From an optimization exercise on the open Yosys and OpenROAD flow, aimed at small area, a short achievable clock period and few clock cycles; shortcuts taken in it are not production practice. Where RTL was checked, it was by simulation tests only, not by an equivalence proof against the original. Power is estimated from default activity; no workload was simulated.

Design rtb_arith, start of the top module:
module rtb_arith (
    input  wire        clk,
    input  wire        rst,
    input  wire        in_valid,
    output wire        in_ready,
    input  wire [1:0]  op,
    input  wire [31:0] a,
    input  wire [31:0] b,
    output wire        out_valid,
    output wire [31:0] result,
    output wire        fits
);
For scale: roughly 1600 cells after synthesis, ~110 flip-flops.
Settings: LEC_CHECK=0, CAP_MARGIN=0, CORE_MARGIN=2, CORE_UTILIZATION=55, PLACE_DENSITY=0.7, SLEW_MARGIN=0; clock period 10.0 ns.
standard.sh (not shown) runs the stock make flow with config.mk's settings and CLKGATE_MAP_FILE= SYNTH_SCRIPT=/design/flow/synth_recipe.tcl, a recipe that flattens the netlist after the stock synthesis.
==> flow/flow/run.sh <==
#!/bin/bash
set -euo pipefail
export SETUP_SLACK_MARGIN=6.5
export TNS_END_PERCENT=0
export BUFFER_PORTS_ARGS="-buffer_cell sky130_fd_sc_hd__buf_2"
bash standard.sh > standard.log 2>&1
Testbench counts at the start, summed over its fixed seeds: cycles 34,385.
Rerun with:
==> flow/flow/run.sh (replaced) <==
#!/bin/bash
set -euo pipefail
export SETUP_SLACK_MARGIN=6.5
export TNS_END_PERCENT=0
bash standard.sh > standard.log 2>&1
--- a/flow/config.mk
+++ b/flow/config.mk
@@ -8 +8 @@
-export CAP_MARGIN = 0
+export CAP_MARGIN = 20
@@ -10,3 +10,3 @@
-export CORE_UTILIZATION = 55
-export PLACE_DENSITY = 0.7
-export SLEW_MARGIN = 0
+export CORE_UTILIZATION = 40
+export PLACE_DENSITY = 0.6
+export SLEW_MARGIN = 20
=> Core utilization shrinks by 15 points; final area grows by a few percent; global-route usage shrinks by 9.0 points; hold slack is worse by 0.0090 ns.
Rerun with:
--- a/flow/flow/run.sh
+++ b/flow/flow/run.sh
@@ -3 +3 @@
-export SETUP_SLACK_MARGIN=6.5
+export SETUP_SLACK_MARGIN=7
--- a/flow/config.mk
+++ b/flow/config.mk
@@ -11 +11,2 @@
-export PLACE_DENSITY = 0.6
+export GPL_TIMING_DRIVEN = 1
+export PLACE_DENSITY = 0.75
After rerunning: The changed run completed with no timing, DRC or antenna violations; critical path depth went up by 5; non-clock buffer count is higher by 8; design area goes up by 0.65%.
Rerun with:
==> flow/flow/run.sh (replaced) <==
#!/bin/bash
set -euo pipefail
export SETUP_SLACK_MARGIN=6.5
export TNS_END_PERCENT=0
export BUFFER_PORTS_ARGS="-buffer_cell sky130_fd_sc_hd__buf_2"
bash standard.sh > standard.log 2>&1
--- a/flow/config.mk
+++ b/flow/config.mk
@@ -12 +12 @@
-export PLACE_DENSITY = 0.75
+export PLACE_DENSITY = 0.6
Outcome: Setup slack gets better by 0.020 ns. Synthesized area stays the same. First-iteration DRC count falls by 34%. Routed wire length went down by 1.9%. Fmax went up by 0.47%.

---

## violet
Starting RTL as in the previous note.
Settings: LEC_CHECK=0, CAP_MARGIN=20, CORE_MARGIN=2, CORE_UTILIZATION=40, PLACE_DENSITY=0.6, SLEW_MARGIN=20; clock period 10.0 ns.
==> flow/flow/run.sh <==
#!/bin/bash
set -euo pipefail
export SETUP_SLACK_MARGIN=6.5
export TNS_END_PERCENT=0
export BUFFER_PORTS_ARGS="-buffer_cell sky130_fd_sc_hd__buf_2"
bash standard.sh > standard.log 2>&1
No stage failed in violet, and the final checks on the layout all came back clean.
Testbench counts of violet, summed over its fixed seeds: cycles 34,385.
The inputs of zinc differ from those of violet as listed below.
Settings: ABC_AREA now 1, previously not set.
==> flow/flow/run.sh <==
#!/bin/bash
set -euo pipefail
export SETUP_SLACK_MARGIN=7.2
export TNS_END_PERCENT=0
bash standard.sh > standard.log 2>&1
==> summary.txt <==
zinc ends up with a total met2 wirelength after detailed routing that is 53% higher than in violet. violet -> zinc: first-pass GRT wire length increased by more than a quarter. Compared with violet, zinc supports a higher clock frequency. Against violet, zinc reports a area added between synthesis and finish that is higher. Max number of different library cells in the post-synthesis netlist across violet and zinc: violet. Comparing violet and zinc, the higher final estimated routing congestion in global placement was measured on zinc. Between zinc and violet, it is zinc whose x dimension of the die is higher, by 8.7%. Summary of the comparison: proportion of power drawn by flip-flops and latches is lower in zinc, relative to violet.
--- input diff zinc..willow ---
Settings: removing ABC_AREA (formerly 1).
--- a/flow/flow/run.sh
+++ b/flow/flow/run.sh
@@ -3 +3 @@
-export SETUP_SLACK_MARGIN=7.2
+export SETUP_SLACK_MARGIN=6.5
@@ -4,0 +5 @@
+export BUFFER_PORTS_ARGS="-buffer_cell sky130_fd_sc_hd__buf_2"
==> summary.txt <==
Comparing post-layout net count for zinc and willow, the smaller number came from willow.
From zinc to willow the numbers moved as follows: post-synthesis xor/xnor area fraction +3.9 points, number of cells on the critical path -3, design area -23%, number of buffers other than clock buffers in the final layout -53.

---

## P
The RTL this note starts from:
==> flow/design.v <==
module rtb_arith (
    input  wire        clk,
    input  wire        rst,
    input  wire        in_valid,
    output wire        in_ready,
    input  wire [1:0]  op,
    input  wire [31:0] a,
    input  wire [31:0] b,
    output wire        out_valid,
    output wire [31:0] result,
    output wire        fits
);
    reg        rdy, ov, fit_q;
    reg        s_div, s_mul, s_pre, s_post, first;
    reg        is_f, neg;
    reg        big;         
    reg [4:0]  cnt;
    reg [31:0] d;
    reg [31:0] r;
    reg [31:0] q;
    assign in_ready  = rdy;
    assign out_valid = ov;
    assign result    = q;
    assign fits      = fit_q;
    wire [33:0] w   = {r, q[31:30]};
    wire [35:0] x   = {{2{s_mul & w[33]}}, w};
    wire [35:0] t1  = x - {4'b0000, d};
    wire [35:0] t2  = x - {3'b000, d, 1'b0};
    wire [35:0] c3s = x ^ {4'b1111, ~d} ^ {3'b111, ~d, 1'b1};
    wire [35:0] c3c = (x & {4'b1111, ~d}) | (x & {3'b111, ~d, 1'b1})
                    | ({4'b1111, ~d} & {3'b111, ~d, 1'b1});
    wire [36:0] t3c = {c3s, 1'b1} + {c3c[34:0], 1'b1, 1'b1};    
    wire [35:0] t3  = t3c[36:1];
    wire        g1  = ~t1[35];
    wire        g2  = ~t2[35];
    wire        g3  = ~t3[35];
    wire [1:0]  qd  = {g2, g3 | (g1 & ~g2)};
    wire        s3  = s_mul ? (q[1:0] == 2'd3) : g3;
    wire        s2  = s_mul ? (q[1:0] == 2'd2) : (g2 & ~g3);
    wire        s1  = s_mul ? (q[1:0] == 2'd1) : (g1 & ~g2);
    wire        s0  = s_mul ? (q[1:0] == 2'd0) : ~g1;
    wire [35:0] ts  = ({36{s3}} & t3) | ({36{s2}} & t2) | ({36{s1}} & t1) | ({36{s0}} & x);
    wire        qb  = g1;    
    wire skip16 = s_div & ~is_f & first & (q[31:16] < d[15:0]);
    wire [31:0] qneg = ~q + 32'd1;
    wire        last = (cnt == 5'd1);
    wire        nofit = is_f & first & (qb | big);
    reg [31:0] q_e, r_e;       
    always @* begin
        q_e = {q[15:0], 16'd0};
        r_e = {16'd0, q[31:16]};
        if (rdy) begin
            case (op)
                2'd0: begin q_e = 32'd0;        r_e = {2'b00, a[26:0], 3'd0}; end
                2'd1: begin q_e = {8'b11000000, a[23:0]}; r_e = 32'hFBFF_FFFF; end
                2'd2: begin q_e = a;            r_e = 32'd0; end
                default: begin q_e = 32'd0;     r_e = 32'd0; end
            endcase
        end else if (s_pre | s_post) begin
            q_e = qneg;
            r_e = 32'd0;
        end
    end
    wire        step = ~rdy & ~s_pre & ~s_post & ~skip16;
    wire [31:0] r_n  = ~step ? r_e : s_mul ? ts[35:4] : ts[31:0];
    wire [31:0] q_n  = ~step ? q_e
                     : (s_mul & last) ? ~{{3{ts[35]}}, ts[35:7]}
                     : s_mul ? {ts[3:2], 2'b00, q[29:2]}
                     : {q[29:0], qd & ~{2{nofit}}};
    always @(posedge clk) begin
        q  <= q_n;
        r  <= r_n;
        if (rst) begin
            rdy    <= 1'b1;
            ov     <= 1'b0;
            s_div  <= 1'b0;
            s_mul  <= 1'b0;
            s_pre  <= 1'b0;
            s_post <= 1'b0;
        end else begin
            ov <= 1'b0;
            if (rdy && in_valid) begin
                rdy   <= 1'b0;
                fit_q <= 1'b0;
                first <= 1'b1;
                is_f  <= (op == 2'd0);
                neg   <= 1'b0;
                big   <= |a[31:27];
                case (op)
                    2'd0: begin
                        d   <= b;
                        cnt <= 5'd13;
                        s_div <= 1'b1;
                    end
                    2'd1: begin
                        d     <= b;
                        cnt   <= 5'd12;
                        s_mul <= 1'b1;
                    end
                    2'd2: begin
                        d   <= {16'd0, b[15:0]};
                        neg <= a[31];
                        cnt <= 5'd16;
                        if (a[31]) s_pre <= 1'b1;
                        else       s_div <= 1'b1;
                    end
                    default: begin
                        rdy <= 1'b1;
                        ov  <= 1'b1;
                    end
                endcase
            end
            if (s_pre) begin
                s_pre <= 1'b0;
                s_div <= 1'b1;
            end
            if (s_div) begin
                cnt   <= cnt - 5'd1;
                first <= 1'b0;
                if (skip16) begin
                    cnt <= 5'd8;
                end else if (nofit) begin
                    s_div <= 1'b0;
                    rdy   <= 1'b1;
                    ov    <= 1'b1;
                end else if (last) begin
                    s_div <= 1'b0;
                    fit_q <= is_f;
                    if (neg)
                        s_post <= 1'b1;
                    else begin
                        rdy <= 1'b1;
                        ov  <= 1'b1;
                    end
                end
            end
            if (s_post) begin
                s_post <= 1'b0;
                rdy    <= 1'b1;
                ov     <= 1'b1;
            end
            if (s_mul) begin
                cnt <= cnt - 5'd1;
                if (last) begin
                    s_mul <= 1'b0;
                    rdy   <= 1'b1;
                    ov    <= 1'b1;
                end
            end
        end
    end
endmodule
clock: 10.0 ns
lec_check: 0
cap_margin: 20
core_margin: 2
core_utilization: 55
place_density: 0.7
slew_margin: 20
==> flow/flow/run.sh <==
#!/bin/bash
set -euo pipefail
export SETUP_SLACK_MARGIN=5.8
export TNS_END_PERCENT=0
export BUFFER_PORTS_ARGS="-buffer_cell sky130_fd_sc_hd__buf_2"
bash standard.sh > standard.log 2>&1
Testbench counts of P, summed over its fixed seeds: cycles 34,385.
The inputs of Q differ from those of P as listed below.
==> flow/flow/run.sh <==
#!/bin/bash
set -euo pipefail
export SETUP_SLACK_MARGIN=6.5
export TNS_END_PERCENT=0
export BUFFER_PORTS_ARGS="-buffer_cell sky130_fd_sc_hd__buf_1"
bash standard.sh > standard.log 2>&1
--- a/flow/config.mk
+++ b/flow/config.mk
@@ -10,2 +10,2 @@
-export CORE_UTILIZATION = 55
-export PLACE_DENSITY = 0.7
+export CORE_UTILIZATION = 40
+export PLACE_DENSITY = 0.6
Results
- Looking only at maximum fanout along the worst path, and setting everything else aside, the higher value of Q and P goes to Q.
- In Q the number of cells on the worst reg-to-reg path turned out 5 lower than in P.
- Against P, Q reports a number of post-CTS setup repair buffers that is higher.
- Between Q and P, it is Q whose utilization after layout is lower, by 16 points.
- Routed wire length: higher on Q
- Delta (Q minus P): power climbed 0.24 mW, wire length of the first global-routing pass saw an increase, final non-filler cell area moved up.
--- input diff Q..R ---
--- a/flow/flow/run.sh
+++ b/flow/flow/run.sh
@@ -5 +5 @@
-export BUFFER_PORTS_ARGS="-buffer_cell sky130_fd_sc_hd__buf_1"
+export BUFFER_PORTS_ARGS="-buffer_cell sky130_fd_sc_hd__buf_2"
--- a/flow/config.mk
+++ b/flow/config.mk
@@ -10,2 +10,2 @@
-export CORE_UTILIZATION = 40
-export PLACE_DENSITY = 0.6
+export CORE_UTILIZATION = 50
+export PLACE_DENSITY = 0.7
Notes after the runs:
Q reports its critical path's slowest cell as or4b_2 while R reports fa_1.
Diff Q -> R: final non-filler cell total went down by 3.9%, arrival time at the worst endpoint went up by 0.03 ns, detailed-routed wire length on met2 went down by about 5.6%.
On standby leakage power, Q beats R.
Via count went up by a few percent going from Q to R.
Row count came out lower on R than on Q.
Final design area excluding fillers, R and Q: lower on R
From Q to R the numbers moved as follows: global-route track usage on met3 higher, post-route minimum period was more or less identical.
Modified inputs, S compared to R
--- a/flow/config.mk
+++ b/flow/config.mk
@@ -10,2 +10,2 @@
-export CORE_UTILIZATION = 50
-export PLACE_DENSITY = 0.7
+export CORE_UTILIZATION = 65
+export PLACE_DENSITY = 0.8
### Flow results
Summary of S over R: hold slack went down by 0.0068 ns; multi-input gate share of the layout cell area climbed 0.60 points; global-route wire length before repair moved down.

---

// rtb_arith: RTL as listed in full above, without the edits since
clock: 10.0 ns
lec_check: 0
abc_area: 1
cap_margin: 20
core_margin: 2
core_utilization: 40
place_density: 0.6
slew_margin: 20
==> flow/flow/run.sh <==
#!/bin/bash
set -euo pipefail
export SETUP_SLACK_MARGIN=6.5
export TNS_END_PERCENT=0
export BUFFER_PORTS_ARGS="-buffer_cell sky130_fd_sc_hd__buf_4"
bash standard.sh > standard.log 2>&1
The baseline completed with no timing, DRC or antenna violations.
Testbench counts at the start, summed over its fixed seeds: cycles 34,385.
Next try:
ABC_AREA = unset   (was 1)
After rerunning: Cell area decreases by 18%; die area drops by 15%; non-clock buffer count is lower by 12; critical path depth rose by 1; routed wire length is lower by 32%; power shrinks by 6.6%.
Next try:
==> flow/flow/run.sh (replaced) <==
#!/bin/bash
set -euo pipefail
export SETUP_SLACK_MARGIN=6.5
export TNS_END_PERCENT=0
bash standard.sh > standard.log 2>&1
ABC_AREA = 1   (was unset)
Via count rose by 32%.
Core utilization stays flat.
Power came out higher by 1.3%.
Die area grows by 18%.
Final area went up by 19%.
Count of clock-buffer cells in the layout stays the same.
Clock power goes up by about 1%.
Worst setup slack gains 0.54 ns.
First-iteration DRC count increases by 2.5%.
Sequential power came out lower by about 1%.
Non-clock buffer count is lower by 3.

---

Starts from the design.v that is shown in full above.
==> flow/config.mk <==
export PLATFORM = sky130hd
export DESIGN_NAME = rtb_arith
export DESIGN_NICKNAME = rtb_arith
export VERILOG_FILES = /design/flow/design.v
export SDC_FILE = /design/flow/constraint.sdc
export NUM_CORES = 4
export LEC_CHECK = 0
export CAP_MARGIN = 20
export CORE_MARGIN = 2
export CORE_UTILIZATION = 55
export PLACE_DENSITY = 0.65
export SLEW_MARGIN = 20
==> flow/constraint.sdc <==
create_clock -name core_clock -period 10.0 [get_ports {clk}]
set_input_delay 2.0000 -clock core_clock [delete_from_list [all_inputs] [get_ports {clk}]]
set_output_delay 2.0000 -clock core_clock [all_outputs]
set_load 0.01 [all_outputs]
==> flow/flow/run.sh <==
#!/bin/bash
set -euo pipefail
export SETUP_SLACK_MARGIN=6.5
export TNS_END_PERCENT=0
export BUFFER_PORTS_ARGS="-buffer_cell sky130_fd_sc_hd__buf_2"
bash standard.sh > standard.log 2>&1
Testbench counts at the start, summed over its fixed seeds: cycles 34,385.
==> next run, changes <==
- PLACE_DENSITY: 0.65 -> 0.7
Final area stays flat.
Routed wire length went down by 2.5%.
Clock-buffer cell count came out lower by 1.
Die area does not change.
Sequential power is about the same.
Global-route usage drops by 1.5 points.
Hold slack gets better by 0.016 ns.

---

Setup of 10-07:
Another version of the RTL of rtb_arith (not shown whole).
Size: about 1,600 cells after synthesis.
Settings: LEC_CHECK=0, CAP_MARGIN=20, CORE_MARGIN=2, CORE_UTILIZATION=40, PLACE_DENSITY=0.6, SLEW_MARGIN=20; clock period 10.0 ns.
==> flow/flow/run.sh <==
#!/bin/bash
set -euo pipefail
export SETUP_SLACK_MARGIN=6.5
export TNS_END_PERCENT=0
bash standard.sh > standard.log 2>&1
Edits applied to the flow inputs when going from 10-07 to 07-15:
# 10-07
export LEC_CHECK = 0
export CAP_MARGIN = 20
export CORE_MARGIN = 2
export CORE_UTILIZATION = 40
export PLACE_DENSITY = 0.6
export SLEW_MARGIN = 20
create_clock -name core_clock -period 10.0 [get_ports {clk}]
# 07-15
export LEC_CHECK = 0
export CAP_MARGIN = 20
export CORE_MARGIN = 2
export CORE_UTILIZATION = 40
export PLACE_DENSITY = 0.6
export SETUP_SLACK_MARGIN = 5
export SLEW_MARGIN = 20
create_clock -name core_clock -period 10.0 [get_ports {clk}]
==> flow/run.sh (new file) <==
#!/bin/bash
# synth_recipe.tcl (not shown) runs the flow's synth.tcl, then flattens the netlist and writes it again
# the make line also repeats each setting of config.mk as NAME=value (left out here)
make -C /OpenROAD-flow-scripts/flow DESIGN_CONFIG=/design/flow/config.mk WORK_HOME=/design/flow/orfs CLKGATE_MAP_FILE= SYNTH_SCRIPT=/design/flow/synth_recipe.tcl finish
removed: flow/flow/run.sh
removed: flow/standard.sh
Multi-input gate area in the final layout, 07-15 and 10-07, higher one = 10-07. Summary: with 10-07 as the reference, first-pass GRT wire length in 07-15 moved down by a few percent. 07-15 packs its core looser than 10-07. Of 07-15 and 10-07, 10-07 shows the lower largest fanout on the critical path, with 07-15 above it. Between 07-15 and 10-07, it is 07-15 whose total routing usage reported by global routing is lower, by 0.63 points. In the flow results for 07-15 and 10-07, the relative contribution of the clock network to total power is larger on 07-15. Cell-internal power delta (07-15 − 10-07): favourable. The worst-margin pin slew of 07-15 is higher than that of 10-07. | share of cell area taken by multi-input logic gates | lower: 10-07 |. Compared with 10-07, in 07-15 number of gates on the worst path with buffers counted now smaller; final worst-path setup slack now smaller.
No run of this note included a check of the RTL's function; only the layout flow was run.

[afterwards: timing with drivers on the ports]
The flow's constraints put no driver on any port. The routed layouts listed below were extracted and timed again, unchanged, in two steps. Step 1 sets driving cells, clkbuf_16 on the clock port and buf_2 on the other inputs (assumed; they add their load-dependent delay and slew). Step 2 moves the port delays by t, midway between the first and last clock arrival at a register: inputs arrive t later, outputs are due t later. That takes back most of the time a late clock gives input paths. Three values: ideal, step 1, step 2; two values: the first two.
| run | t (ns) | setup slack, ns | worst setup path after step 2 | clock arrival spread, ns | slew at the worst register clock pin (ns) |
|---|---|---|---|---|---|
| the first run of note 1 | 0.415 | 5.786 / 5.786 / 5.786 | register to register | 0.015 / 0.015 | 0.09 / 0.09 |
| the second run of note 1 | 0.439 | 5.764 / 5.764 / 5.552 | input to register | 0.019 / 0.019 | 0.10 / 0.10 |
| the third run of note 1 | 0.423 | 5.701 / 5.701 / 5.405 | input to register | 0.016 / 0.016 | 0.09 / 0.09 |
| the fourth run of note 1 | 0.443 | 5.721 / 5.721 / 5.721 | register to register | 0.013 / 0.013 | 0.09 / 0.09 |
| violet | 0.443 | 5.721 / 5.721 / 5.721 | register to register | 0.013 / 0.013 | 0.09 / 0.09 |
| zinc | 0.461 | 6.505 / 6.505 / 6.219 | input to register | 0.022 / 0.022 | 0.10 / 0.10 |
| willow | 0.443 | 5.721 / 5.721 / 5.721 | register to register | 0.013 / 0.013 | 0.09 / 0.09 |
| P | 0.429 | 5.708 / 5.708 / 5.708 | register to register | 0.018 / 0.017 | 0.10 / 0.10 |
| Q | 0.438 | 5.682 / 5.682 / 5.682 | register to register | 0.011 / 0.010 | 0.09 / 0.09 |
| R | 0.425 | 5.684 / 5.684 / 5.684 | register to register | 0.029 / 0.028 | 0.10 / 0.10 |
| S | 0.416 | 5.631 / 5.631 / 5.417 | input to register | 0.010 / 0.010 | 0.09 / 0.09 |
| the first run of note 4 | 0.450 | 6.421 / 6.421 / 6.008 | input to register | 0.027 / 0.027 | 0.11 / 0.11 |
| the second run of note 4 | 0.436 | 5.745 / 5.745 / 5.745 | register to register | 0.012 / 0.012 | 0.09 / 0.09 |
| the third run of note 4 | 0.466 | 6.285 / 6.244 / 5.867 | input to register | 0.019 / 0.018 | 0.10 / 0.10 |
| the first run of note 5 | 0.426 | 5.673 / 5.673 / 5.673 | register to register | 0.019 / 0.019 | 0.10 / 0.10 |
| the second run of note 5 | 0.415 | 5.786 / 5.786 / 5.786 | register to register | 0.015 / 0.015 | 0.09 / 0.09 |
| 10-07 | 0.425 | 5.919 / 5.919 / 5.602 | input to register | 0.020 / 0.020 | 0.09 / 0.09 |
| 07-15 | 0.443 | 5.219 / 5.219 / 4.993 | input to register | 0.023 / 0.023 | 0.10 / 0.10 |
After both steps every run listed still meets setup and hold. The setup slack of the third run of note 4, which loses most, moves by -0.041 ns with the drivers and by -0.418 ns with both steps.
